What follows belongs to an exercise in optimizing a design on an open flow for small area, a short achievable clock period and few clock cycles per item; a production flow would make more cautious choices. Only simulation tests tie the RTL to the original design; equivalence was not proved. Power and IR drop assume default switching activity.

`flow/flow/run.sh`:
```
#!/bin/bash
# Layout flow: the standard layout, with the ports buffered by small
# plain buffers (sky130_fd_sc_hd__buf_1) instead of the delay-cell buffers
# buffer_ports picks on its own; repair_design and repair_timing size them
# from there. Every port still gets its own buffer.
set -euo pipefail
export BUFFER_PORTS_ARGS="-buffer_cell sky130_fd_sc_hd__buf_1"
bash standard.sh finish > standard_flow.log 2>&1
```
`flow/standard.sh`:
```
#!/bin/bash
# synth_recipe.tcl (not shown) runs the flow's synth.tcl, then flattens the netlist and writes it again
# the make line also repeats each setting of config.mk as NAME=value (left out here)
make -C /OpenROAD-flow-scripts/flow DESIGN_CONFIG=/design/flow/config.mk WORK_HOME=/design/flow/orfs CLKGATE_MAP_FILE= SYNTH_SCRIPT=/design/flow/synth_recipe.tcl "${@:-finish}"
```
`flow/config.mk`:
```
export PLATFORM = sky130hd
export DESIGN_NAME = prio_derive
export DESIGN_NICKNAME = prio_derive
export VERILOG_FILES = /design/flow/design.v
export SDC_FILE = /design/flow/constraint.sdc
export NUM_CORES = 4
export LEC_CHECK = 0
export CAP_MARGIN = 20
export CORE_MARGIN = 2
export CORE_UTILIZATION = 40
export PLACE_DENSITY = 0.6
export SETUP_SLACK_MARGIN = 4.0
export SLEW_MARGIN = 20
```
`flow/constraint.sdc`:
```
create_clock -name core_clock -period 8.0 [get_ports {clk}]
set_input_delay 1.6000 -clock core_clock [delete_from_list [all_inputs] [get_ports {clk}]]
set_output_delay 1.6000 -clock core_clock [all_outputs]
set_load 0.01 [all_outputs]
```
`flow/design.v`:
```
module prio_derive (
    input  wire        clk,
    input  wire        rst,
    input  wire        in_valid,
    output wire        in_ready,
    input  wire [63:0] in_table,
    output reg         out_valid,
    input  wire        out_ready,
    output reg  [19:0] out_order,
    output reg  [2:0]  out_diag
);
    localparam [2:0] D_NONE   = 3'd0,
                     D_OPAQUE = 3'd1,
                     D_AMBIG  = 3'd2,
                     D_MERGE  = 3'd3,
                     D_VERIFY = 3'd4;
    function req;                    
        input [1:0] v;
        input [1:0] t;
        input [3:0] A;
        integer u;
        reg d0, d1;
        begin
            d0 = 1'b1; d1 = 1'b1;    
            for (u = 0; u < 4; u = u + 1)
                if (A[u] && u != t) begin
                    if (u[0] == t[0]) d0 = 1'b0;
                    if (u[1] == t[1]) d1 = 1'b0;
                end
            if (d0)      req = (v[0] == t[0]);
            else if (d1) req = (v[1] == t[1]);
            else         req = (v == t);
        end
    endfunction
    function [1:0] level;
        input [31:0] q;
        input [3:0]  A;
        input [1:0]  t;
        integer s;
        reg o, at, af, e;
        begin
            o = 1'b1; at = 1'b0; af = 1'b0;
            for (s = 0; s < 16; s = s + 1)
                if ((s & ~A) == 0 && s != A) begin
                    e = req(q[2*s +: 2], t, A);
                    if (s[t]) o = o & e;
                    else begin
                        at = at | e;
                        af = af | !e;
                    end
                end
            if (!o)            level = 2'd1;
            else if (at && af) level = 2'd2;
            else if (at)       level = 2'd0;
            else               level = 2'd3;
        end
    endfunction
    function [1:0] sub2;
        input [31:0] q;
        input [3:0]  A;
        reg [1:0] p, r, res;
        integer c;
        begin
            p = q[2*A +: 2];
            res = 2'd0;
            for (c = 0; c < 4; c = c + 1)
                if (A[c] && req(p, c, A)) begin
                    r = level(q, A, c);
                    res = (r == 2'd3) ? 2'd0 : r;
                end
            sub2 = res;
        end
    endfunction
    function [1:0] sub3;
        input [31:0] q;
        input [3:0]  A;
        reg [1:0] p, r, res;
        integer c;
        begin
            p = q[2*A +: 2];
            res = 2'd0;
            for (c = 0; c < 4; c = c + 1)
                if (A[c] && req(p, c, A)) begin
                    r = level(q, A, c);
                    res = (r == 2'd3) ? sub2(q, A & ~(4'd1 << c)) : r;
                end
            sub3 = res;
        end
    endfunction
    function [1:0] suborder;
        input [31:0] q;
        reg [1:0] p, r, res;
        integer c;
        begin
            p = q[31:30];
            res = 2'd0;
            for (c = 0; c < 4; c = c + 1)
                if (p == c) begin
                    r = level(q, 4'hf, c);
                    res = (r == 2'd3) ? sub3(q, 4'hf & ~(4'd1 << c)) : r;
                end
            suborder = res;
        end
    endfunction
    wire [31:0] q0, q1;              
    genvar g;
    generate
        for (g = 0; g < 16; g = g + 1) begin : g_split
            assign q0[2*g +: 2] = in_table[4*g     +: 2];
            assign q1[2*g +: 2] = in_table[4*g + 2 +: 2];
        end
    endgenerate
    wire [1:0] f0 = suborder(q0);
    wire [1:0] f1 = suborder(q1);
    reg  [3:0] pr0, pr1;
    reg  [3:0] ab0 [0:3];
    reg  [3:0] ab1 [0:3];
    reg        mok, vfail, same;
    reg  [1:0] rk [0:2];             
    reg  [5:0] tl;                   
    reg  [1:0] ia, ib;               
    integer x, y;
    function [1:0] cnt3;             
        input [2:0] b;
        begin
            case (b)
                3'b000:                         cnt3 = 2'd0;
                3'b001, 3'b010, 3'b100:         cnt3 = 2'd1;
                3'b011, 3'b101, 3'b110:         cnt3 = 2'd2;
                default:                        cnt3 = 2'd3;
            endcase
        end
    endfunction
    always @* begin
        for (x = 0; x < 4; x = x + 1) begin
            pr0[x] = (q0[2*(1 << x) +: 2] == x);
            pr1[x] = (q1[2*(1 << x) +: 2] == x);
            for (y = 0; y < 4; y = y + 1) begin
                ab0[x][y] = (q0[2*((1 << x) | (1 << y)) +: 2] == x);
                ab1[x][y] = (q1[2*((1 << x) | (1 << y)) +: 2] == x);
            end
        end
        mok = 1'b1;
        for (x = 0; x < 3; x = x + 1) begin
            if (pr0[x] != pr1[x]) mok = 1'b0;
            for (y = x + 1; y < 3; y = y + 1)
                if (ab0[x][y] != ab1[x][y]) mok = 1'b0;
            if (pr0[3] && pr1[3] && pr0[x] && ab0[3][x] && !ab1[3][x]) mok = 1'b0;
        end
        vfail = (q0[1:0] == 2'd3) != (q1[1:0] == 2'd3);
        same = pr0[3] & pr1[3];
        for (x = 0; x < 3; x = x + 1)
            if (pr0[x] && ab0[3][x] != ab1[3][x]) same = 1'b0;
        for (x = 0; x < 3; x = x + 1)
            rk[x] = cnt3({1'b0, pr0[(x + 1) % 3] & ab0[x][(x + 1) % 3],
                                pr0[(x + 2) % 3] & ab0[x][(x + 2) % 3]});
        tl = 6'h3f;
        for (x = 0; x < 3; x = x + 1)
            if (pr0[x]) tl[2*rk[x] +: 2] = x;
        ia = cnt3({pr0[2] & ab0[3][2], pr0[1] & ab0[3][1], pr0[0] & ab0[3][0]});
        ib = cnt3({pr0[2] & ab1[3][2], pr0[1] & ab1[3][1], pr0[0] & ab1[3][0]});
    end
    assign in_ready = !out_valid || out_ready;
    reg  [1:0] r_f0, r_f1;
    reg        r_mok, r_vf;
    reg  [5:0] r_tl;                 
    reg  [1:0] r_ia, r_ib;           
    reg        r_ha, r_hb;           
    reg        r_same;               
    always @(posedge clk) begin
        if (rst)
            out_valid <= 1'b0;
        else if (in_ready)
            out_valid <= in_valid;
    end
    always @(posedge clk) begin
        if (in_ready) begin
            r_f0   <= f0;
            r_f1   <= f1;
            r_mok  <= mok;
            r_vf   <= vfail;
            r_tl   <= tl;
            r_ia   <= ia;
            r_ib   <= ib;
            r_ha   <= pr0[3];
            r_hb   <= pr1[3] & !same;
            r_same <= same;
        end
    end
    reg        fail, sel_a, sel_b, bl_a, bl_b;
    reg  [1:0] tn;
    reg  [3:0] nib [0:4];
    integer k;
    function [1:0] r_at;             
        input [5:0] r;
        input integer j;
        begin
            if (j >= 0 && j <= 2) r_at = r[2*j +: 2];
            else                  r_at = 2'b11;
        end
    endfunction
    always @* begin
        if (r_f0 != 2'd0)      out_diag = {1'b0, r_f0};
        else if (r_f1 != 2'd0) out_diag = {1'b0, r_f1};
        else if (!r_mok)       out_diag = D_MERGE;
        else if (r_vf)         out_diag = D_VERIFY;
        else                   out_diag = D_NONE;
        fail = (r_f0 != 2'd0) | (r_f1 != 2'd0) | !r_mok | r_vf;
        for (k = 0; k < 5; k = k + 1) begin
            sel_a = r_ha && r_ia == k;
            sel_b = r_hb && (r_ha ? (k >= 1 && r_ib == k - 1) : (r_ib == k));
            bl_a  = r_ha && r_ia < k;
            bl_b  = r_hb && (r_ha ? (k >= 1 && r_ib < k - 1) : (r_ib < k));
            if (bl_a && bl_b)      tn = r_at(r_tl, k - 2);
            else if (bl_a || bl_b) tn = r_at(r_tl, k - 1);
            else                   tn = r_at(r_tl, k);
            if (fail)       nib[k] = 4'hf;
            else if (sel_a) nib[k] = r_same ? 4'd3 : 4'd4;
            else if (sel_b) nib[k] = 4'd5;
            else            nib[k] = {tn[1] & tn[0], tn[1] & tn[0], tn};
        end
        out_order = {nib[0], nib[1], nib[2], nib[3], nib[4]};
    end
endmodule
```
==> flow_summary.yaml, run 1 <==
setup_path:
  reg2reg_to: "r_tl[2]$_DFFE_PP_"
  r2r_start: "out_valid$_SDFFE_PP0P_"
  crit_path_end_kind: "output pin"
  cp-startpoint: "out_ready"
  rrSetupSlack_ns: 6.95
  reg2reg_depth: 1
  worstPathMaxFanout: 21
  start_kind: "input port"
  worst_ep_required_time_ns: 6.40
  worstPathArrival_ns: 2.30
  crit_type: "in -> out"
detailed_routing:
  viasPerCell: 6.43
  wl_met3_um: 1550
  wl_met1_um: 6500
  firstDrtPassIters: 5
  antenna_left: 0
  routed_wirelength_um: 15300
  wire_per_inst_um: 18.2
  drc: 0
  dr_wl_met2_um: 6880
  maxUsedRoutingLayer: "met4"
  vias: 5411
  first_iter_violations: 547
timing:
  final_hold_viol_count: 0
  max_slew.worst_pin.slew_ns: 0.777
  setup-tns-final_ns: 0
  maxSlewViolCount: 0
  rsz0062_at_grt: "false"
  finalSetupViolCount: 0
  relSlewSlack_pct: 48.2
  skew_ns: 0.00191
  min_period_ns: 3.90
  fmaxAchievable_mhz: 256
  min_period_over_period_pct: 48.8
worst_hold_path:
  hp-start: "out_valid$_SDFFE_PP0P_"
  hold_path_depth: 2
  hold-path-endpoint: "out_valid$_SDFFE_PP0P_"
  min_path_type: "reg -> reg"
finish:
  area_growth_pct: 10.5
  num_antenna_cells: 0
  final_common_cell: "buf_1"
  post-route-util_pct: 44.9
  nFillCells: 1143
  drive_gt1_share_pct: 6.42
  finalInstanceArea_um2: 4820
  most-common-layout-cells: "84 x buf_1, 82 x nand2_1, 72 x nor2_1"
  fin_nets: 776
die:
  die-area_um2: 11800
  floorplan.initialDensity_pct: 40.6
  design.portCount: 93
  die_w_um: 108
  std_cell_rows: 38
  core_um2: 10700
  dieHeight_um: 108
clock_tree:
  htreeDepth: 1
  clk_latency_ns: 0.25
  path_clk_slew_ns: 0.07
  cts_hold_buf: 0
  max-clock-path-buffers: 2
  root_buffer: "clkbuf_8"
  cts_inserted_buffers: 3
  cts_tree: "built"
  cts_num_sinks: 20
synth:
  synth_seq_cells: 20
  synth-edff-count: 19
  synth_fp_nets: 717
  ys_seq_area_share_pct: 13.5
  syn_avg_cell_area_um2: 6.79
  syn_area_um2: 4360
  async_flop_share_pct: 0
  synth_top_flop_cell: "edfxtp_1"
  synth_cell_types: 89
  ys_warn_count: 5
  synthCells: 643
pwr:
  power_leakage_nw: 1.64
  pwr-share-clk_pct: 23.5
  powerDensity_nw_per_um2: 85.7
  vdd_drop_max_v: 0.0000921
  intPower_uw: 252
  p_comb_share_pct: 44.6
  p_sw_share_pct: 38.9
  p_sw_uw: 161
  seq_power_share_pct: 32.0
global_route:
  grt_pass1_wl_um: 23900
  grt_remaining_overflow: 0
  grt_max_degree: 22
  antenna_found_initial: 1
  grt_usage_pct: 25.0
  grt_pass1_vias: 4790
place:
  place_hpwl_um: 11700
  place_area_um2: 4680
  port_buffers: 92
  gp_congestion: 1.02
status:
  status: "timing/DRC/antenna clean"
job:
  cap_violations: 0
-- logic make-up (layout without fill, tap and decap cells) --
group / Yosys count / count (layout) / share of synthesized area, %
AND/OR/NAND/NOR: 353 / 353 / 43.8
buffers and inverters: 70 / 128 / 7.17
adder cells (fa/ha/maj): 8 / 8 / 2.18
AO/OA/AOI/OAI: 161 / 161 / 27.0
XOR/XNOR: 28 / 28 / 5.62
flip-flops: 20 / 20 / 13.5
multiplexers: 3 / 3 / 0.717
-- worst max-delay path by stage --
stage	to	slack, ns	cells after the start
floorplan	in_ready	4.21	1
global placement	in_ready	3.77	3
detailed placement	in_ready	3.76	3
CTS	out_order[3]	3.93	7
global route	r_f1[1]$_DFFE_PP_	4.01	8
finish	in_ready	4.10	3
-- cell usage after synthesis (all sizes together) (13+ instances only) --
| library cell | n | area [um^2] |
|---|---|---|
| nor2b | 24 | 150 |
| nor4 | 27 | 188 |
| nand4 | 24 | 156 |
| xnor2 | 22 | 193 |
| clkbuf | 23 | 86.3 |
| o22ai | 17 | 106 |
| inv | 26 | 97.6 |
| buf | 21 | 129 |
| edfxtp | 19 | 571 |
| nor3 | 13 | 65.1 |
| o21ai | 29 | 145 |
| nand2b | 21 | 131 |
| nor2 | 74 | 278 |
| nand2 | 82 | 308 |
| nand3 | 23 | 115 |
| a21oi | 23 | 115 |
-- registers in the layout (all words and copies together) (netlist names) --
| name | count |
|---|---|
| r_vf | 1 |
| r_ib | 2 |
| r_f0 | 2 |
| r_tl | 6 |
| r_hb | 1 |
| out_valid | 1 |
| r_same | 1 |
| r_ia | 2 |
| r_ha | 1 |
| r_f1 | 2 |
| r_mok | 1 |
-- power groups by stage --
| stage | sequential, mW | clock, mW | combinational, mW |
|---|---|---|---|
| 5_1_grt | 0.133 | 0.101 | 0.201 |
| 4_1_cts | 0.132 | 0.0986 | 0.176 |
| 3_3_place_gp | 0.134 | 0 | 0.172 |
| 3_5_place_dp | 0.134 | 0 | 0.175 |
| 6_report | 0.132 | 0.0969 | 0.184 |
| 2_1_floorplan | 0.130 | 0 | 0.124 |
-- final cells by class --
type | count | area, um^2 | share of cell area (%)
clock buffers | 3 | 41.3 | 0.857
clock inverters | 1 | 30.0 | 0.623
inverters | 26 | 97.6 | 2.02
multi-input cells | 553 | 3480 | 72.3
flip-flops and latches | 20 | 591 | 12.3
well taps | 140 | 175 | 3.63
repair buffers | 98 | 400 | 8.31
-- per-layer routing --
metal,global-route usage (%),up-vias
li1,-,2547
met1,33.8,2514
met2,40.1,310
met3,4.82,40
met4,7.33,0
met5,0,-
-- repair_timing --
item	4_1_cts	5_1_grt
resized for setup	2	15
buffers inserted	0	5
setup endpoints to repair	4	12
hold endpoints to repair	0	0
pin swaps	0	1
-- worst max-delay path, cell delays in order --
cell and delay (ns):
buf_1 0.07, nand2b_2 0.40, buf_1 0.23
-- per-stage QoR --
stage / power, mW / hold slack [ns] / setup slack, ns / cells
after floorplan: 0.254 / 1.07 / 4.21 / 643
after global placement: 0.306 / 1.16 / 3.77 / 832
after detailed placement: 0.309 / 1.20 / 3.76 / 832
after CTS: 0.406 / 0.891 / 3.93 / 836
after global routing: 0.436 / 0.934 / 4.01 / 841
final: 0.413 / 0.851 / 4.10 / 841
Testbench counts, summed over its fixed seeds: cycles 2,056, items 2,048.
==> inputs of run 2 (changes only) <==
--- a/flow/config.mk
+++ b/flow/config.mk
@@ -6,8 +6,9 @@
 export NUM_CORES = 4
 export LEC_CHECK = 0
+export ABC_AREA = 1
 export CAP_MARGIN = 20
 export CORE_MARGIN = 2
 export CORE_UTILIZATION = 40
 export PLACE_DENSITY = 0.6
-export SETUP_SLACK_MARGIN = 4.0
+export SETUP_SLACK_MARGIN = 4.6
 export SLEW_MARGIN = 20
==> run 2 against run 1 <==
Net effect: highest routed layer unchanged; critical path type unchanged; sequential share of layout area is 1.8 points lower; still clean; worst hold slack worse by 0.16 ns; first-iteration DRC count is 30% higher.
==> flow_summary.yaml, run 2 <==
worst_hold_path:
  hp-start: "out_valid$_SDFFE_PP0P_"
  min_path_type: "reg -> reg"
setup_path:
  crit_path_end_kind: "output pin"
  cp-startpoint: "out_ready"
  worstPathArrival_ns: 1.96
  worstPathMaxFanout: 2
  start_kind: "input port"
  r2r_start: "out_valid$_SDFFE_PP0P_"
  worst_ep_required_time_ns: 6.40
  crit_type: "in -> out"
die:
  floorplan.initialDensity_pct: 40.7
  dieHeight_um: 114
  std_cell_rows: 40
  die-area_um2: 13100
  core_um2: 12000
  design.portCount: 93
  die_w_um: 114
detailed_routing:
  firstDrtPassIters: 7
  antenna_left: 0
  vias: 6650
  viasPerCell: 5.36
  first_iter_violations: 713
  routed_wirelength_um: 18500
  drc: 0
  wire_per_inst_um: 14.9
timing:
  setup-tns-final_ns: 0
  fmaxAchievable_mhz: 281
  finalSetupViolCount: 0
  holdWs_ns: 0.695
  min_period_over_period_pct: 44.5
  max_slew.worst_pin.slew_ns: 0.640
  final_hold_viol_count: 0
  min_period_ns: 3.56
  rsz0062_at_grt: "true"
  skew_ns: 0.00161
  relSlewSlack_pct: 57.3
  fin_ws_ns: 4.44
  maxSlewViolCount: 0
finish:
  largest_register_ffs: 6
  drive_gt1_share_pct: 6.67
  seqCellArea_um2: 591
  nFillCells: 1371
  final_common_cell: "nand2_1"
  num_antenna_cells: 0
  fin_nets: 1169
  multiInputGateArea_um2: 3770
  most-common-layout-cells: "352 x nand2_1, 197 x nor2_1, 140 x inv_1"
  area_growth_pct: 16.0
  largest_register: "r_tl"
synth:
  ys_seq_area_share_pct: 12.1
  synth_fp_nets: 1074
  syn_avg_cell_area_um2: 4.87
  ys_warn_count: 5
  async_flop_share_pct: 0
  syn_area_um2: 4870
  synth_seq_cells: 20
  synth_top_flop_cell: "edfxtp_1"
  synth_common_cells: "359 x nand2_1, 202 x nor2_1, 141 x inv_1"
  synth-edff-count: 19
  synth.most_common_cell: "nand2_1"
  yosys.area.top_type_share_pct: 27.7
  synth_cell_types: 39
  synthCells: 1000
  synthTopCellsByArea: "nand2_1 28%, nor2_1 16%, edfxtp_1 12%, inv_1 11%, nand3_1 9.1%"
  synth.largest_area_cell: "nand2_1"
place:
  place_hpwl_um: 15100
  gp_congestion: 1.05
  place_ws_ns: 4.32
  port_buffers: 92
global_route:
  grt_pass1_vias: 5921
  grt_pass1_wl_um: 29200
  antenna_found_initial: 0
  grt_usage_pct: 28.0
  grt_remaining_overflow: 0
  grt_max_degree: 16
clock_tree:
  cts_hold_buf: 0
  cts_num_sinks: 20
  clk_latency_ns: 0.25
  cts_tree: "built"
  htreeDepth: 1
  root_buffer: "clkbuf_16"
  max-clock-path-buffers: 2
  cts_inserted_buffers: 3
  path_clk_slew_ns: 0.05
pwr:
  powerDensity_nw_per_um2: 81.7
  vdd_drop_max_v: 0.0000551
  pwr-share-clk_pct: 23.9
  p_sw_uw: 197
  intPower_uw: 264
  p_comb_share_pct: 47.5
  power_leakage_nw: 2.82
  seq_power_share_pct: 28.6
  finalPower_uw: 461
  p_sw_share_pct: 42.7
status:
  status: "timing/DRC/antenna clean"
job:
  cap_violations: 0
run 2: cell count changes after synthesis, moves of 8 or more:
cell	change
nand3_1	+66
nor2_1	+128
o22ai_1	-15
nor4_1	-22
nand2_1	+277
a22oi_1	-8
nand4_1	+8
clkbuf_1	-22
o21ai_0	+10
inv_1	+115
nand2b_1	-21
nor2b_1	-24
xnor2_1	-19
run 2: final timing paths:
path	to	slack (ns)	depth (start not counted)
max	in_ready	4.44	4
min	out_valid$_SDFFE_PP0P_	0.70	2
max reg2reg	r_f0[0]$_DFFE_PP_	6.87	3
min reg2reg	out_valid$_SDFFE_PP0P_	0.70	2
run 2: power groups by stage:
| stage | clock [mW] | combinational, mW | sequential (mW) |
|---|---|---|---|
| final | 0.110 | 0.219 | 0.132 |
| after CTS | 0.114 | 0.203 | 0.130 |
| after global placement | 0 | 0.201 | 0.131 |
| after detailed placement | 0 | 0.199 | 0.131 |
| after floorplan | 0 | 0.135 | 0.129 |
| after global routing | 0.118 | 0.246 | 0.133 |
run 2: layout make-up:
cell class	instances	area share, %
multi-input cells	819	66.7
flip-flops and latches	20	10.5
inverters	144	9.57
repair buffers	107	8.48
well taps	147	3.26
clock buffers	4	1.57
run 2: through the flow:
step	instance area (um^2)	util, %	cells
6_report	5650	47.2	1241
5_1_grt	5650	47.2	1241
4_1_cts	5470	45.7	1229
3_5_place_dp	5300	44.3	1220
3_3_place_gp	5300	44.3	1220
2_1_floorplan	4880	-	1000
run 2: cell families after synthesis:
kind of cell / share of synthesized area (%)
adder cells (fa/ha/maj): 1.54
flip-flops: 12.1
buffers and inverters: 13.5
AO/OA/AOI/OAI: 9.02
AND/OR/NAND/NOR: 62.2
XOR/XNOR: 1.62
run 2: per-layer routing:
metal | up-vias | part of all wire [%] | global-route usage [%]
met2 | 321 | 43 | 43.4
met3 | 39 | 8.6 | 3.86
met1 | 2931 | 46 | 40.7
met4 | 0 | 2.4 | 7.24
li1 | 3359 | - | -
met5 | - | 0 | 0
run 2: worst max-delay path: stages:
cell	delay, ns
buf_1	0.08
inv_2	0.10
nand2_8	0.05
buf_6	0.13
run 2: repair_timing:
item                                    4_1_cts  5_1_grt
gates resized for setup                      15       39
pin swaps                                     1       10
endpoints found under the hold margin         0        0
cloned                                        1        1
buffers inserted                              4       11
endpoints found under the setup margin       21       15
==> inputs of run 3 (changes only) <==
--- a/flow/config.mk
+++ b/flow/config.mk
@@ -6,9 +6,9 @@
 export NUM_CORES = 4
 export LEC_CHECK = 0
-export ABC_AREA = 1
 export CAP_MARGIN = 20
 export CORE_MARGIN = 2
 export CORE_UTILIZATION = 40
+export CTS_BUF_LIST = sky130_fd_sc_hd__clkbuf_4
 export PLACE_DENSITY = 0.6
-export SETUP_SLACK_MARGIN = 4.6
+export SETUP_SLACK_MARGIN = 4.3
 export SLEW_MARGIN = 20
==> run 3 against run 2 <==
Net effect: still clean; global-route usage shrank 1.4 points; utilization decreased by 0.90 points; via count fell by 16%; synthesized area decreased by 10%; die area fell by 10%.
==> flow_summary.yaml, run 3 <==
clock_tree:
  max-clock-path-buffers: 2
  htreeDepth: 1
  cts_inserted_buffers: 3
  path_clk_slew_ns: 0.09
  cts_num_sinks: 20
  root_buffer: "clkbuf_4"
  cts_hold_buf: 0
  cts_tree: "built"
  clk_latency_ns: 0.28
die:
  design.portCount: 93
  floorplan.initialDensity_pct: 40.6
  dieHeight_um: 108
  core_um2: 10700
  die-area_um2: 11800
  std_cell_rows: 38
  die_w_um: 108
synth:
  yosys.area.top_type_share_pct: 13.1
  synth_top_family_by_area: "simple AND/OR/NAND/NOR gates"
  yosys.area_share.simple_pct: 43.8
  synthTopCellsByArea: "edfxtp_1 13%, nand2_1 7.1%, nor2_1 6.4%, xnor2_1 4.4%, nor2b_1 3.4%"
  synthAdderAreaFrac_pct: 2.18
  syn_area_um2: 4360
  synth_cell_types: 89
  muxShareOfSynthArea_pct: 0.717
  synthCells: 643
  synth-xor-area-share_pct: 5.62
  synth_common_cells: "82 x nand2_1, 74 x nor2_1, 26 x inv_1"
  synth_compound_area_share_pct: 27.0
  synth.most_common_cell: "nand2_1"
  async_flop_share_pct: 0
  synth.largest_area_cell: "edfxtp_1"
  synth_fp_nets: 717
  ys_warn_count: 5
  synth_top_flop_cell: "edfxtp_1"
  synth-edff-count: 19
  ys_seq_area_share_pct: 13.5
  synth_seq_cells: 20
  syn_avg_cell_area_um2: 6.79
place:
  gp_congestion: 0.983
  dp.cells: 831
  port_buffers: 92
  place_hpwl_um: 11900
  place_area_um2: 4670
pwr:
  pwr-share-clk_pct: 11.5
  seq_power_share_pct: 34.8
  vdd_drop_max_v: 0.0000585
  p_sw_uw: 164
  p_sw_share_pct: 43.5
  powerDensity_nw_per_um2: 75.7
  intPower_uw: 213
  p_comb_share_pct: 53.7
  power_leakage_nw: 1.76
setup_path:
  slowest_stage: "or4_1"
  crit_path_end_kind: "flop"
  worst_ep_required_time_ns: 8.01
  cp-startpoint: "in_table[17]"
  path_cells: "buf_2 -> nand2_1 -> or4_1 -> nand2b_1 -> a21oi_1 -> or4_1 -> a31oi_1 -> o221ai_2"
  rrSetupSlack_ns: 7.07
  worstPathArrival_ns: 3.67
  worstPathMaxFanout: 11
  start_kind: "input port"
  reg2reg_to: "r_ib[0]$_DFFE_PP_"
  cp-endpoint: "r_f0[1]$_DFFE_PP_"
  reg2reg_depth: 2
  crit_type: "in -> reg"
  crit_top_cell: "or4_1"
  r2r_start: "out_valid$_SDFFE_PP0P_"
  cp_slowest_stage_delay_ns: 0.60
finish:
  largest_register: "r_tl"
  nFillCells: 1146
  drive_gt1_share_pct: 12.8
  post-route-util_pct: 46.3
  num_antenna_cells: 0
  stdcell_count: 852
  most-common-layout-cells: "82 x nand2_1, 70 x nor2_1, 62 x buf_1"
  area_growth_pct: 14.1
  largest_register_ffs: 6
  final_common_cell: "nand2_1"
  finalInstanceArea_um2: 4980
  fin_nets: 787
global_route:
  grt_max_degree: 22
  grt_pass1_vias: 4996
  antenna_found_initial: 0
  grt_pass1_wl_um: 25400
  grt_remaining_overflow: 0
  grt_usage_pct: 26.6
detailed_routing:
  viasPerCell: 6.53
  drc: 0
  routed_wirelength_um: 16200
  wire_per_inst_um: 19.0
  first_iter_violations: 580
  vias: 5562
  antenna_left: 0
  firstDrtPassIters: 5
timing:
  maxSlewViolCount: 0
  finalSetupViolCount: 0
  skew_ns: 0.00347
  setup-tns-final_ns: 0
  min_period_over_period_pct: 45.7
  relSlewSlack_pct: 50.0
  final_hold_viol_count: 0
  fmaxAchievable_mhz: 273
  min_period_ns: 3.66
  rsz0062_at_grt: "true"
  max_slew.worst_pin.slew_ns: 0.740
  holdWs_ns: 0.724
status:
  status: "timing/DRC/antenna clean"
job:
  cap_violations: 0
worst_hold_path:
  min_path_type: "reg -> reg"
## run 3: cell types whose count changed in the layout (fill, tap and decap cells not counted), sizes merged, moves of 22 or more
cell / delta
nand2: -278
nor2: -136
inv: -118
nand3: -66
nor4: +25
nor2b: +24
nand2b: +22
## run 3: per-stage QoR
stage | power [mW] | setup slack [ns]
6_report | 0.377 | 4.34
3_5_place_dp | 0.310 | 3.51
2_1_floorplan | 0.254 | 4.44
5_1_grt | 0.400 | 4.25
3_3_place_gp | 0.307 | 3.60
4_1_cts | 0.361 | 4.31
## run 3: layout make-up
class / count / area [um^2] / area share (%)
inverters: 26 / 97.6 / 1.96
clock inverters: 1 / 3.75 / 0.0754
well taps: 140 / 175 / 3.52
clock buffers: 3 / 22.5 / 0.452
multi-input cells: 554 / 3580 / 71.9
flip-flops and latches: 20 / 591 / 11.9
repair buffers: 108 / 508 / 10.2
## run 3: worst min-delay path by stage
stage	from	end	slack, ns	depth (start not counted)
after floorplan	out_valid$_SDFFE_PP0P_	out_valid$_SDFFE_PP0P_	0.81	2
after global placement	out_valid$_SDFFE_PP0P_	out_valid$_SDFFE_PP0P_	0.86	2
after detailed placement	out_valid$_SDFFE_PP0P_	out_valid$_SDFFE_PP0P_	0.85	2
after CTS	out_valid$_SDFFE_PP0P_	out_valid$_SDFFE_PP0P_	0.74	2
after global routing	out_valid$_SDFFE_PP0P_	out_valid$_SDFFE_PP0P_	0.79	2
final	out_valid$_SDFFE_PP0P_	out_valid$_SDFFE_PP0P_	0.72	2
## run 3: cells by family (layout without fill, tap and decap cells)
kind of cell / Yosys count / after routing
and+or+nand+nor: 353 / 354
muxes: 3 / 3
xor gates and xnor gates: 28 / 28
AOI/OAI and AO/OA: 161 / 161
DFF: 20 / 20
adders and majority gates: 8 / 8
buffers and inverters: 70 / 138
## run 3: worst max-delay path: cells and delay by family
kind / cells / cell delay, ns
simple gates: 4 / 1.34
compound gates: 3 / 0.49
buf+inv: 1 / 0.24
## run 3: what timing repair did
action / in CTS / in global routing
buffers inserted: 7 / 9
resized for setup: 31 / 34
cloned: 1 / 0
pin swaps: 1 / 5
endpoints found under the hold margin: 0 / 0
setup endpoints to repair: 25 / 14
## run 3: power groups by stage
stage               clock [mW]  sequential (mW)  combinational (mW)
floorplan                    0            0.130               0.124
global placement             0            0.134               0.173
detailed placement           0            0.134               0.176
CTS                     0.0457            0.131               0.185
global route            0.0487            0.132               0.219
finish                  0.0435            0.131               0.202
## run 3: routing by layer
layer  track usage, %  up-vias  wire (um)
li1                 -     2577          -
met2             44.4      327       7490
met1             37.0     2630       6970
met4             5.49        0        214
met3             2.65       28       1510
met5                0        -          0
==> inputs of run 4 (changes only) <==
--- a/flow/config.mk
+++ b/flow/config.mk
@@ -9,5 +9,4 @@
 export CORE_MARGIN = 2
 export CORE_UTILIZATION = 40
-export CTS_BUF_LIST = sky130_fd_sc_hd__clkbuf_4
 export PLACE_DENSITY = 0.6
 export SETUP_SLACK_MARGIN = 4.3
==> run 4 against run 3 <==
Net effect: register-to-register slack barely moved; largest power group unchanged; flip-flop and latch count did not move; non-clock buffer count rose by 3; critical endpoint is now r_f1[1]$_DFFE_PP_; maximum frequency rose by 0.22%; largest cell class unchanged; final cell count rose by 0.35%; sequential share of layout area fell by 0.14 points; via count rose by 0.99%; critical path type unchanged; clock skew fell by 0.0022 ns; sequential power barely moved.
==> flow_summary.yaml, run 4 <==
synth:
  synth.most_common_cell: "nand2_1"
  ys_warn_count: 5
  synth-edff-count: 19
  synth_cell_types: 89
  ys_seq_area_share_pct: 13.5
  synth_fp_nets: 717
  synth_common_cells: "82 x nand2_1, 74 x nor2_1, 26 x inv_1"
  synth_seq_cells: 20
  yosys.area.top_type_share_pct: 13.1
  synth.largest_area_cell: "edfxtp_1"
  async_flop_share_pct: 0
  synth_top_flop_cell: "edfxtp_1"
  synthCells: 643
  syn_avg_cell_area_um2: 6.79
  synthTopCellsByArea: "edfxtp_1 13%, nand2_1 7.1%, nor2_1 6.4%, xnor2_1 4.4%, nor2b_1 3.4%"
  syn_area_um2: 4360
timing:
  fin_ws_ns: 4.35
  rsz0062_at_grt: "true"
  maxSlewViolCount: 0
  finalSetupViolCount: 0
  skew_ns: 0.00126
  holdWs_ns: 0.706
  min_period_ns: 3.65
  setup-tns-final_ns: 0
  max_slew.worst_pin.slew_ns: 0.779
  fmaxAchievable_mhz: 274
  min_period_over_period_pct: 45.6
  final_hold_viol_count: 0
  relSlewSlack_pct: 47.4
clock_tree:
  cts_inserted_buffers: 3
  path_clk_slew_ns: 0.06
  cts_num_sinks: 20
  clk_latency_ns: 0.25
  htreeDepth: 1
  cts_hold_buf: 0
  root_buffer: "clkbuf_8"
  cts_tree: "built"
  max-clock-path-buffers: 2
pwr:
  pwr-share-clk_pct: 15.4
  vdd_drop_max_v: 0.0000586
  powerDensity_nw_per_um2: 78.9
  intPower_uw: 231
  seq_power_share_pct: 33.1
  finalPower_uw: 397
  power_leakage_nw: 1.80
  p_sw_share_pct: 41.8
  p_comb_share_pct: 51.5
  p_sw_uw: 166
job:
  cap_violations: 0
detailed_routing:
  first_iter_violations: 638
  viasPerCell: 6.57
  antenna_left: 0
  wire_per_inst_um: 18.9
  firstDrtPassIters: 6
  drc: 0
  vias: 5617
  routed_wirelength_um: 16100
finish:
  largest_register_ffs: 6
  stdcell_count: 855
  fin_nets: 790
  area_growth_pct: 15.5
  num_antenna_cells: 0
  final_common_cell: "nand2_1"
  nFillCells: 1136
  most-common-layout-cells: "82 x nand2_1, 70 x nor2_1, 59 x buf_1"
  drive_gt1_share_pct: 13.6
  seqCellArea_um2: 591
  multiInputGateArea_um2: 3590
  largest_register: "r_tl"
die:
  std_cell_rows: 38
  core_um2: 10700
  die_w_um: 108
  design.portCount: 93
  floorplan.initialDensity_pct: 40.6
  dieHeight_um: 108
  die-area_um2: 11800
global_route:
  antenna_found_initial: 0
  grt_usage_pct: 26.5
  grt_remaining_overflow: 0
  grt_pass1_wl_um: 25300
  grt_max_degree: 22
  grt_pass1_vias: 4985
place:
  gp_congestion: 0.983
  place_hpwl_um: 11900
  port_buffers: 92
  place_ws_ns: 3.51
  dp.cells: 831
setup_path:
  worstPathMaxFanout: 12
  worst_ep_required_time_ns: 8.12
  worstPathArrival_ns: 3.77
  start_kind: "input port"
  crit_path_end_kind: "flop"
  crit_type: "in -> reg"
status:
  status: "timing/DRC/antenna clean"
worst_hold_path:
  min_path_type: "reg -> reg"
-- run 4: path summary, 6_finish.rpt --
| check | from | end | slack (ns) | cells past startpoint |
|---|---|---|---|---|
| min | out_valid$_SDFFE_PP0P_ | out_valid$_SDFFE_PP0P_ | 0.71 | 2 |
| max | in_table[43] | r_f1[1]$_DFFE_PP_ | 4.35 | 8 |
| min reg2reg | out_valid$_SDFFE_PP0P_ | out_valid$_SDFFE_PP0P_ | 0.71 | 2 |
| max reg2reg | out_valid$_SDFFE_PP0P_ | r_tl[0]$_DFFE_PP_ | 7.08 | 2 |
-- run 4: routing by layer --
layer / vias up / wire (um) / track usage, %
met3: 32 / 1670 / 2.53
met4: 0 / 216 / 5.49
met2: 359 / 7440 / 44.2
met5: - / 0 / 0
li1: 2583 / - / -
met1: 2643 / 6790 / 37.1
-- run 4: area by class of cell --
cell class	count	share of cell area, %
timing repair buffer	111	10.8
inverter	26	1.94
clock inverter	1	0.0745
multi-input combinational	554	71.2
clock buffer	3	0.820
sequential	20	11.7
tap	140	3.48
-- run 4: stage by stage --
stage | utilization, % | instance area (um^2)
6_report | 46.9 | 5040
3_3_place_gp | 43.5 | 4670
4_1_cts | 45.0 | 4840
5_1_grt | 46.9 | 5040
3_5_place_dp | 43.5 | 4670
2_1_floorplan | - | 4370
-- run 4: power groups by stage --
stage               combinational [mW]  clock, mW  sequential (mW)
CTS                              0.184     0.0635            0.132
global placement                 0.173          0            0.134
detailed placement               0.176          0            0.134
global route                     0.222     0.0669            0.133
finish                           0.205     0.0613            0.132
floorplan                        0.124          0            0.130
-- run 4: worst max-delay path, cell delays in order --
cell and delay (ns):
buf_1 0.39, nand2_1 0.27, nor4_1 0.57, o211ai_1 0.26, o41ai_1 0.16, o311ai_0 0.17, o31ai_1 0.13, a221o_1 0.20
-- run 4: cell families after synthesis --
family,count (synthesis),synth area share (%)
buf+inv,70,7.17
xor+xnor,28,5.62
simple gates,353,43.8
mux,3,0.717
fa+ha+maj,8,2.18
flops,20,13.5
compound gates,161,27.0
-- run 4: what timing repair did --
action,in CTS,in global routing
buffers inserted,5,14
pin swaps,1,1
setup endpoints to repair,25,14
resized for setup,36,39
cloned,1,0
==> inputs of run 5 (changes only) <==
--- a/flow/config.mk
+++ b/flow/config.mk
@@ -8,6 +8,6 @@
 export CAP_MARGIN = 20
 export CORE_MARGIN = 2
-export CORE_UTILIZATION = 40
-export PLACE_DENSITY = 0.6
-export SETUP_SLACK_MARGIN = 4.3
+export CORE_UTILIZATION = 60
+export PLACE_DENSITY = 0.75
+export SETUP_SLACK_MARGIN = 4.1
 export SLEW_MARGIN = 20
==> run 5 against run 4 <==
Net effect: still clean; global-route usage grew 9.0 points; final area shrank 5.1%; via count is 1.7% lower; sequential share of layout area is 0.63 points higher.
==> flow_summary.yaml, run 5 <==
die:
  floorplan.initialDensity_pct: 61.1
  die_w_um: 89.3
  design.portCount: 93
  core_um2: 7140
  die-area_um2: 7970
  std_cell_rows: 31
  dieHeight_um: 89.3
finish:
  stdcell_count: 801
  most-common-layout-cells: "84 x buf_1, 82 x nand2_1, 71 x nor2_1"
  num_antenna_cells: 0
  final_common_cell: "buf_1"
  largest_register_ffs: 6
  nFillCells: 662
  area_growth_pct: 9.58
  largest_register: "r_tl"
  fin_nets: 777
  drive_gt1_share_pct: 6.70
clock_tree:
  cts_tree: "built"
  cts_hold_buf: 0
  cts_num_sinks: 20
  htreeDepth: 1
  max-clock-path-buffers: 2
  cts_inserted_buffers: 3
  path_clk_slew_ns: 0.07
  root_buffer: "clkbuf_8"
  clk_latency_ns: 0.25
worst_hold_path:
  min_path_type: "reg -> reg"
  hold-path-endpoint: "out_valid$_SDFFE_PP0P_"
  hp-start: "out_valid$_SDFFE_PP0P_"
  hold_path_depth: 2
synth:
  synth-edff-count: 19
  ys_seq_area_share_pct: 13.5
  synth_fp_nets: 717
  synthCells: 643
  synth.most_common_cell: "nand2_1"
  synthTopCellsByArea: "edfxtp_1 13%, nand2_1 7.1%, nor2_1 6.4%, xnor2_1 4.4%, nor2b_1 3.4%"
  synth_cell_types: 89
  async_flop_share_pct: 0
  synth_seq_cells: 20
  syn_avg_cell_area_um2: 6.79
  ys_warn_count: 5
  yosys.area.top_type_share_pct: 13.1
  synth_common_cells: "82 x nand2_1, 74 x nor2_1, 26 x inv_1"
  synth.largest_area_cell: "edfxtp_1"
  synth_top_flop_cell: "edfxtp_1"
  syn_area_um2: 4360
setup_path:
  rrSetupSlack_ns: 7.10
  worst_ep_required_time_ns: 8.00
  crit_path_end_kind: "flop"
  worstPathMaxFanout: 14
  crit_type: "in -> reg"
  start_kind: "input port"
  path_cells: "buf_1 -> inv_1 -> a2111oi_2 -> a2111oi_0 -> a311oi_1 -> o31ai_1 -> a221o_1"
  cp-startpoint: "in_table[3]"
  slowest_stage: "a2111oi_2"
  reg2reg_depth: 1
  cp_slowest_stage_delay_ns: 0.54
  critPathTopFamily: "compound AO/OA/AOI/OAI gates"
  r2r_start: "out_valid$_SDFFE_PP0P_"
  reg2reg_to: "r_tl[3]$_DFFE_PP_"
  path_buf_inv: 2
  worstPathArrival_ns: 3.87
place:
  port_buffers: 92
  dp.cells: 792
  place_hpwl_um: 11300
  gp_congestion: 1.04
detailed_routing:
  firstDrtPassIters: 5
  maxUsedRoutingLayer: "met4"
  viasPerCell: 6.89
  vias: 5520
  wire_per_inst_um: 18.6
  antenna_left: 0
  wl_met3_um: 2000
  wl_met1_um: 6120
  drc: 0
  first_iter_violations: 537
  dr_wl_met2_um: 6460
  routed_wirelength_um: 14900
pwr:
  vdd_drop_max_v: 0.0000687
  power_leakage_nw: 1.65
  powerDensity_nw_per_um2: 86.8
job:
  cap_violations: 0
timing:
  rsz0062_at_grt: "true"
  relSlewSlack_pct: 48.5
  finalSetupViolCount: 0
  skew_ns: 0.00474
  max_slew.worst_pin.slew_ns: 0.773
  min_period_over_period_pct: 48.4
  maxSlewViolCount: 0
  min_period_ns: 3.87
  final_hold_viol_count: 0
  fmaxAchievable_mhz: 258
  setup-tns-final_ns: 0
global_route:
  grt_usage_pct: 35.5
  grt_pass1_wl_um: 22400
  grt_pass1_vias: 4618
  antenna_found_initial: 0
  grt_max_degree: 22
  grt_remaining_overflow: 0
status:
  status: "timing/DRC/antenna clean"
-- run 5: how the worst max path moves through the flow --
| stage | end | slack [ns] | depth (start not counted) |
|---|---|---|---|
| floorplan | in_ready | 4.21 | 1 |
| global placement | in_ready | 3.79 | 3 |
| detailed placement | in_ready | 3.78 | 3 |
| CTS | r_f0[1]$_DFFE_PP_ | 4.11 | 8 |
| global route | r_f1[1]$_DFFE_PP_ | 4.01 | 7 |
| finish | r_f1[1]$_DFFE_PP_ | 4.13 | 7 |
-- run 5: where the power goes --
part | total (mW) | internal [mW] | switching [mW]
clock network | 0.0968 | 0.0667 | 0.0301
logic | 0.186 | 0.0635 | 0.122
registers | 0.133 | 0.123 | 0.00986
-- run 5: through the flow --
| stage | instance area (um^2) | utilization, % | setup WS, ns | power, mW | hold slack (ns) |
|---|---|---|---|---|---|
| CTS | 4720 | 66.2 | 4.11 | 0.405 | 0.762 |
| global route | 4780 | 67.0 | 4.01 | 0.436 | 0.796 |
| detailed placement | 4630 | 64.9 | 3.78 | 0.307 | 1.19 |
| floorplan | 4360 | - | 4.21 | 0.254 | 1.07 |
| finish | 4780 | 67.0 | 4.13 | 0.415 | 0.734 |
| global placement | 4630 | 64.9 | 3.79 | 0.303 | 1.15 |
-- run 5: cell families (layout without fill, tap and decap cells) --
logic type                 Yosys count  after routing  share of synthesized area, %
and+or+nand+nor                    353            353                          43.8
muxes                                3              3                         0.717
AOI/OAI and AO/OA                  161            161                          27.0
DFF                                 20             20                          13.5
xor gates and xnor gates            28             28                          5.62
adders and majority gates            8              8                          2.18
buffers and inverters               70            129                          7.17
-- run 5: final cells by class --
cell class	count	area (um^2)	area share, %
multi-input cells	553	3490	73.0
flip-flops and latches	20	591	12.4
repair buffers	99	405	8.48
well taps	99	124	2.59
inverters	26	97.6	2.04
clock buffers	3	41.3	0.864
clock inverters	1	30.0	0.628
-- run 5: layer usage --
layer / up-vias / track usage (%)
met5: - / 0
met1: 2472 / 50.7
met2: 439 / 54.7
li1: 2562 / -
met4: 0 / 8.01
met3: 47 / 7.85
-- run 5: worst min-delay path, cell delays in order (launching register included) --
cell,delay (ns)
dfxtp_1,0.34
nand2b_4,0.24
a21oi_1,0.11
-- run 5: repair_timing --
| action | 4_1_cts | 5_1_grt |
|---|---|---|
| pin swaps | 0 | 1 |
| setup endpoints to repair | 7 | 11 |
| setup buffers | 0 | 5 |
| resized for setup | 5 | 16 |
| hold endpoints to repair | 0 | 0 |
==> inputs of run 6 (changes only) <==
--- a/flow/config.mk
+++ b/flow/config.mk
@@ -8,6 +8,7 @@
 export CAP_MARGIN = 20
 export CORE_MARGIN = 2
-export CORE_UTILIZATION = 60
-export PLACE_DENSITY = 0.75
-export SETUP_SLACK_MARGIN = 4.1
+export CORE_UTILIZATION = 40
+export CTS_BUF_LIST = sky130_fd_sc_hd__clkbuf_4
+export PLACE_DENSITY = 0.6
+export SETUP_SLACK_MARGIN = 4.15
 export SLEW_MARGIN = 20
==> run 6 against run 5 <==
Net effect: still clean; routed wire length is 3.0% higher; sequential share of layout area is 0.22 points lower; synthesized area stayed put; clock power is 17% lower; critical path type is now in -> out.
==> flow_summary.yaml, run 6 <==
detailed_routing:
  drc: 0
  firstDrtPassIters: 5
  vias: 5414
  viasPerCell: 6.42
  first_iter_violations: 603
  routed_wirelength_um: 15400
  antenna_left: 0
  wire_per_inst_um: 18.2
synth:
  ys_seq_area_share_pct: 13.5
  synthCells: 643
  synth-xor-area-share_pct: 5.62
  synth_cell_types: 89
  ys_warn_count: 5
  muxShareOfSynthArea_pct: 0.717
  syn_area_um2: 4360
  synth.largest_area_cell: "edfxtp_1"
  syn_avg_cell_area_um2: 6.79
  synth_top_flop_cell: "edfxtp_1"
  synth-edff-count: 19
  async_flop_share_pct: 0
  synth_compound_area_share_pct: 27.0
  yosys.area.top_type_share_pct: 13.1
  synthTopCellsByArea: "edfxtp_1 13%, nand2_1 7.1%, nor2_1 6.4%, xnor2_1 4.4%, nor2b_1 3.4%"
  synth_common_cells: "82 x nand2_1, 74 x nor2_1, 26 x inv_1"
  synthAdderAreaFrac_pct: 2.18
  synth_fp_nets: 717
  yosys.area_share.simple_pct: 43.8
  synth.most_common_cell: "nand2_1"
  synth_seq_cells: 20
  synth_top_family_by_area: "simple AND/OR/NAND/NOR gates"
setup_path:
  worstPathArrival_ns: 2.16
  crit_type: "in -> out"
  reg2reg_depth: 1
  start_kind: "input port"
  crit_path_end_kind: "output pin"
  r2r_start: "out_valid$_SDFFE_PP0P_"
  worst_ep_required_time_ns: 6.40
  rrSetupSlack_ns: 7.09
  worstPathMaxFanout: 21
  reg2reg_to: "r_tl[1]$_DFFE_PP_"
finish:
  final_common_cell: "nand2_1"
  drive_gt1_share_pct: 8.25
  largest_register_ffs: 6
  most-common-layout-cells: "82 x nand2_1, 78 x buf_1, 71 x nor2_1"
  num_antenna_cells: 0
  nFillCells: 1138
  stdcell_count: 843
  area_growth_pct: 11.6
  fin_nets: 778
  largest_register: "r_tl"
  finalInstanceArea_um2: 4870
worst_hold_path:
  hold-path-endpoint: "out_valid$_SDFFE_PP0P_"
  min_path_type: "reg -> reg"
  hold_path_depth: 2
  hp-start: "out_valid$_SDFFE_PP0P_"
timing:
  finalSetupViolCount: 0
  max_slew.worst_pin.slew_ns: 0.798
  final_hold_viol_count: 0
  min_period_ns: 3.76
  rsz0062_at_grt: "true"
  fmaxAchievable_mhz: 266
  skew_ns: 0.00666
  setup-tns-final_ns: 0
  relSlewSlack_pct: 46.8
  min_period_over_period_pct: 47.0
  maxSlewViolCount: 0
die:
  std_cell_rows: 38
  die_w_um: 108
  design.portCount: 93
  dieHeight_um: 108
  die-area_um2: 11800
  floorplan.initialDensity_pct: 40.6
  core_um2: 10700
global_route:
  grt_pass1_vias: 4806
  antenna_found_initial: 1
  grt_usage_pct: 25.0
  grt_pass1_wl_um: 23900
  grt_max_degree: 22
  grt_remaining_overflow: 0
clock_tree:
  cts_inserted_buffers: 3
  htreeDepth: 1
  path_clk_slew_ns: 0.11
  clk_latency_ns: 0.30
  max-clock-path-buffers: 2
  cts_tree: "built"
  cts_hold_buf: 0
  cts_num_sinks: 20
  root_buffer: "clkbuf_4"
job:
  cap_violations: 0
pwr:
  power_leakage_nw: 1.68
  vdd_drop_max_v: 0.0000710
  powerDensity_nw_per_um2: 82.6
place:
  gp_congestion: 1.02
  place_hpwl_um: 11700
  dp.cells: 832
  place_area_um2: 4680
  port_buffers: 92
status:
  status: "timing/DRC/antenna clean"
-- run 6: cell counts after synthesis --
Identical to the previous run, type by type.
-- run 6: metal layers --
| metal | vias up | share of wire (%) | GRT usage [%] |
|---|---|---|---|
| met5 | - | 0 | 0 |
| met4 | 0 | 2.5 | 7.60 |
| met3 | 42 | 11 | 4.82 |
| met2 | 334 | 44 | 40.2 |
| met1 | 2485 | 42 | 33.8 |
| li1 | 2553 | - | - |
-- run 6: cell type report --
class                      instances  area (um^2)  area share (%)
sequential                        20          591            12.1
clock inverter                     1         30.0           0.617
multi-input combinational        553         3530            72.5
timing repair buffer             100          420            8.64
tap                              140          175            3.60
inverter                          26         97.6            2.01
clock buffer                       3         22.5           0.463
-- run 6: report_power, final --
group	switching [mW]	leakage, nW	internal, mW
logic	0.123	1.45	0.0660
clock network	0.0294	0.0279	0.0506
registers	0.00973	0.203	0.123
-- run 6: logic make-up after synthesis --
kind of cell | Yosys count
simple gates | 353
compound gates | 161
buf+inv | 70
xor+xnor | 28
flops | 20
fa+ha+maj | 8
mux | 3
-- run 6: worst max-delay path by stage --
stage               slack [ns]         startpoint  cells after the start      endpoint
floorplan                 4.21          out_ready                      1      in_ready
global placement          3.77          out_ready                      3      in_ready
detailed placement        3.76          out_ready                      3      in_ready
CTS                       4.04  r_f1[0]$_DFFE_PP_                      7  out_order[3]
global route              4.08  r_ib[0]$_DFFE_PP_                      7  out_order[7]
finish                    4.24          out_ready                      3      in_ready
-- run 6: timing repair --
item | in CTS | in global routing
pin swaps | 0 | 1
resized for setup | 6 | 27
buffers inserted | 0 | 7
endpoints found under the setup margin | 22 | 18
gates cloned | 0 | 0
-- run 6: per-stage QoR --
| stage | hold slack [ns] | utilization (%) | total power [mW] | setup WS, ns |
|---|---|---|---|---|
| final | 0.728 | 45.3 | 0.402 | 4.24 |
| after global routing | 0.791 | 45.3 | 0.423 | 4.08 |
| after CTS | 0.751 | 44.2 | 0.390 | 4.04 |
| after detailed placement | 1.20 | 43.5 | 0.309 | 3.76 |
| after global placement | 1.16 | 43.5 | 0.306 | 3.77 |
| after floorplan | 1.07 | - | 0.254 | 4.21 |
-- run 6: critical path, stage by stage --
cell and delay (ns):
buf_1 0.07, nand2b_4 0.29, buf_1 0.19
==> inputs of run 7 (changes only) <==
==> flow/flow/run.sh (replaced) <==
#!/bin/bash
# Layout flow: the standard layout, with the ports buffered by small
# plain buffers (sky130_fd_sc_hd__buf_2) instead of the delay-cell buffers
# buffer_ports picks on its own; repair_design and repair_timing size them
# from there. Every port still gets its own buffer.
set -euo pipefail
export BUFFER_PORTS_ARGS="-buffer_cell sky130_fd_sc_hd__buf_2"
bash standard.sh finish > standard_flow.log 2>&1
--- a/flow/config.mk
+++ b/flow/config.mk
@@ -11,4 +11,4 @@
 export CTS_BUF_LIST = sky130_fd_sc_hd__clkbuf_4
 export PLACE_DENSITY = 0.6
-export SETUP_SLACK_MARGIN = 4.15
+export SETUP_SLACK_MARGIN = 4.3
 export SLEW_MARGIN = 20
==> run 7 against run 6 <==
Net effect: global-route usage rose by 2.6 points; synthesized cell count did not move; routed wire length rose by 7.8%; sequential share of layout area fell by 0.49 points; via count rose by 1.9%; register-to-register slack got worse by 0.05 ns; critical endpoint is now out_order[11]; largest power group unchanged.
==> flow_summary.yaml, run 7 <==
die:
  core_um2: 10700
  die-area_um2: 11800
  die_w_um: 108
  floorplan.initialDensity_pct: 40.6
  dieHeight_um: 108
  std_cell_rows: 38
  design.portCount: 93
job:
  cap_violations: 0
synth:
  synthCells: 643
  ys_warn_count: 5
  synth_cell_types: 89
  ys_seq_area_share_pct: 13.5
  syn_area_um2: 4360
  yosys.area.top_type_share_pct: 13.1
  synth.largest_area_cell: "edfxtp_1"
  synthTopCellsByArea: "edfxtp_1 13%, nand2_1 7.1%, nor2_1 6.4%, xnor2_1 4.4%, nor2b_1 3.4%"
  synth_seq_cells: 20
  synth.most_common_cell: "nand2_1"
  syn_avg_cell_area_um2: 6.79
  synth_fp_nets: 717
  synth_top_flop_cell: "edfxtp_1"
  async_flop_share_pct: 0
  synth-edff-count: 19
  synth_common_cells: "82 x nand2_1, 74 x nor2_1, 26 x inv_1"
timing:
  fin_ws_ns: 4.38
  skew_ns: 0.00165
  fmaxAchievable_mhz: 276
  finalSetupViolCount: 0
  relSlewSlack_pct: 55.8
  min_period_ns: 3.62
  min_period_over_period_pct: 45.3
  max_slew.worst_pin.slew_ns: 0.654
  maxSlewViolCount: 0
  final_hold_viol_count: 0
  rsz0062_at_grt: "true"
  holdWs_ns: 0.740
  setup-tns-final_ns: 0
worst_hold_path:
  hold_path_depth: 2
  min_path_type: "reg -> reg"
  hold-path-endpoint: "out_valid$_SDFFE_PP0P_"
  hp-start: "out_valid$_SDFFE_PP0P_"
finish:
  drive_gt1_share_pct: 21.3
  finalInstanceArea_um2: 5070
  most-common-layout-cells: "92 x buf_2, 81 x nand2_1, 70 x nor2_1"
  final_common_cell: "buf_2"
  area_growth_pct: 16.2
  stdcell_count: 854
  num_antenna_cells: 0
  largest_register: "r_tl"
  post-route-util_pct: 47.2
  fin_nets: 789
  largest_register_ffs: 6
setup_path:
  rrSetupSlack_ns: 7.04
  worstPathArrival_ns: 2.02
  r2r_start: "out_valid$_SDFFE_PP0P_"
  start_kind: "flop"
  worstPathMaxFanout: 6
  reg2reg_depth: 2
  worst_ep_required_time_ns: 6.40
  crit_path_end_kind: "output pin"
  critPathTopFamily: "simple AND/OR/NAND/NOR gates"
  slowest_stage: "edfxtp_1"
  path_buf_inv: 1
  crit_type: "reg -> out"
  cp_slowest_stage_delay_ns: 0.52
  path_cells: "nor2b_4 -> nand2_2 -> xnor2_2 -> o22ai_1 -> nor2_1 -> nand3_1 -> o31ai_1 -> buf_2"
  reg2reg_to: "r_f0[1]$_DFFE_PP_"
pwr:
  powerDensity_nw_per_um2: 76.0
  finalPower_uw: 385
  power_leakage_nw: 1.91
  vdd_drop_max_v: 0.0000505
clock_tree:
  root_buffer: "clkbuf_4"
  clk_latency_ns: 0.29
  path_clk_slew_ns: 0.10
  cts_tree: "built"
  max-clock-path-buffers: 2
  cts_inserted_buffers: 3
  htreeDepth: 1
  cts_num_sinks: 20
place:
  dp.cells: 831
  place_area_um2: 4790
  place_ws_ns: 4.00
  port_buffers: 92
  place_hpwl_um: 12400
  gp_congestion: 0.997
global_route:
  antenna_found_initial: 0
  grt_max_degree: 22
  grt_usage_pct: 27.6
  grt_remaining_overflow: 0
  grt_pass1_wl_um: 26000
  grt_pass1_vias: 4975
detailed_routing:
  viasPerCell: 6.46
  firstDrtPassIters: 6
  antenna_left: 0
  drc: 0
  vias: 5515
  routed_wirelength_um: 16600
  wire_per_inst_um: 19.4
  first_iter_violations: 529
status:
  status: "timing/DRC/antenna clean"
-- run 7: cell count changes in the layout (fill, tap and decap cells not counted), moves of 2 or more --
cell      before  now
o21ai_1        5    7
clkbuf_2      15    0
buf_4          7   17
buf_2          0   92
o22ai_1       17   15
buf_1         78    0
o21ai_0       24   22
o22ai_2        0    2
-- run 7: kinds of logic after synthesis --
logic type,count (synthesis),share of synthesized area (%)
multiplexers,3,0.717
adder cells (fa/ha/maj),8,2.18
XOR/XNOR,28,5.62
AO/OA/AOI/OAI,161,27.0
AND/OR/NAND/NOR,353,43.8
buffers and inverters,70,7.17
flip-flops,20,13.5
-- run 7: routing by layer --
metal / wire [um] / vias up / share of wire (%) / track usage (%)
met5: 0 / - / 0 / 0
met4: 493 / 0 / 3.0 / 7.88
li1: - / 2581 / - / -
met3: 1640 / 42 / 9.9 / 4.94
met1: 7030 / 2582 / 42 / 38.2
met2: 7410 / 310 / 45 / 43.7
-- run 7: how the worst max path moves through the flow --
stage | startpoint | end | slack [ns] | cells past startpoint
detailed placement | r_f0[0]$_DFFE_PP_ | out_order[3] | 4.00 | 7
global route | r_ha$_DFFE_PP_ | out_order[7] | 4.21 | 6
global placement | out_ready | in_ready | 4.02 | 3
floorplan | out_ready | in_ready | 4.44 | 1
finish | r_ib[1]$_DFFE_PP_ | out_order[11] | 4.38 | 8
CTS | r_f0[0]$_DFFE_PP_ | out_order[3] | 4.30 | 7
-- run 7: layout make-up --
| cell class | count | area (um^2) |
|---|---|---|
| Fill cell | 1126 | 5680 |
| Multi-Input combinational cell | 554 | 3580 |
| Sequential cell | 20 | 591 |
| Timing Repair Buffer | 110 | 599 |
| Clock inverter | 1 | 3.75 |
| Tap cell | 140 | 175 |
| Clock buffer | 3 | 22.5 |
| Inverter | 26 | 97.6 |
-- run 7: power breakdown --
| part | switching, mW | total [mW] | leakage (nW) | internal, mW |
|---|---|---|---|---|
| registers | 0.00929 | 0.132 | 0.203 | 0.123 |
| logic | 0.131 | 0.208 | 1.69 | 0.0773 |
| clock network | 0.0273 | 0.0454 | 0.0154 | 0.0181 |
-- run 7: worst min-delay path: cells and delay by family (launching register included) --
kind | cells | cell delay (ns)
flops | 1 | 0.37
simple gates | 1 | 0.22
compound gates | 1 | 0.11
-- run 7: timing repair --
action,4_1_cts,5_1_grt
pin swaps,1,4
gates resized for setup,6,22
hold buffers,0,0
cloned,1,0
setup endpoints to repair,21,15
setup buffers,5,13
hold endpoints to repair,0,0

-- separate check: timing with driven ports --
Ports are ideal in the flow. The routed layouts listed here were re-timed in OpenROAD.
Step 1 sets driving cells, clkbuf_16 on the clock port and buf_2 on the other inputs (assumed; they add their load-dependent delay and slew).
Step 2 also shifts input and output timing later by t, the mid clock arrival at the registers, as if the neighbouring blocks saw the same clock.
a / b / c = ideal / step 1 / step 2; a / b = the first two.
| run | t, ns | setup slack, ns | latest minus earliest clock arrival (ns) |
|---|---|---|---|
| run 1 | 0.277 | 4.097 / 4.077 / 3.906 | 0.002 / 0.002 |
| run 2 | 0.282 | 4.444 / 4.421 / 4.421 | 0.001 / 0.002 |
| run 3 | 0.305 | 4.341 / 4.333 / 4.038 | 0.003 / 0.004 |
| run 4 | 0.272 | 4.349 / 4.349 / 4.077 | 0.001 / 0.001 |
| run 5 | 0.274 | 4.130 / 4.129 / 3.855 | 0.006 / 0.006 |
| run 6 | 0.320 | 4.243 / 4.220 / 3.984 | 0.007 / 0.007 |
| run 7 | 0.309 | 4.380 / 4.356 / 4.108 | 0.002 / 0.002 |
After both steps setup and hold are still met in every run listed. For run 3, which loses most, drivers alone change the setup slack by -0.008 ns; drivers and shift together by -0.303 ns.
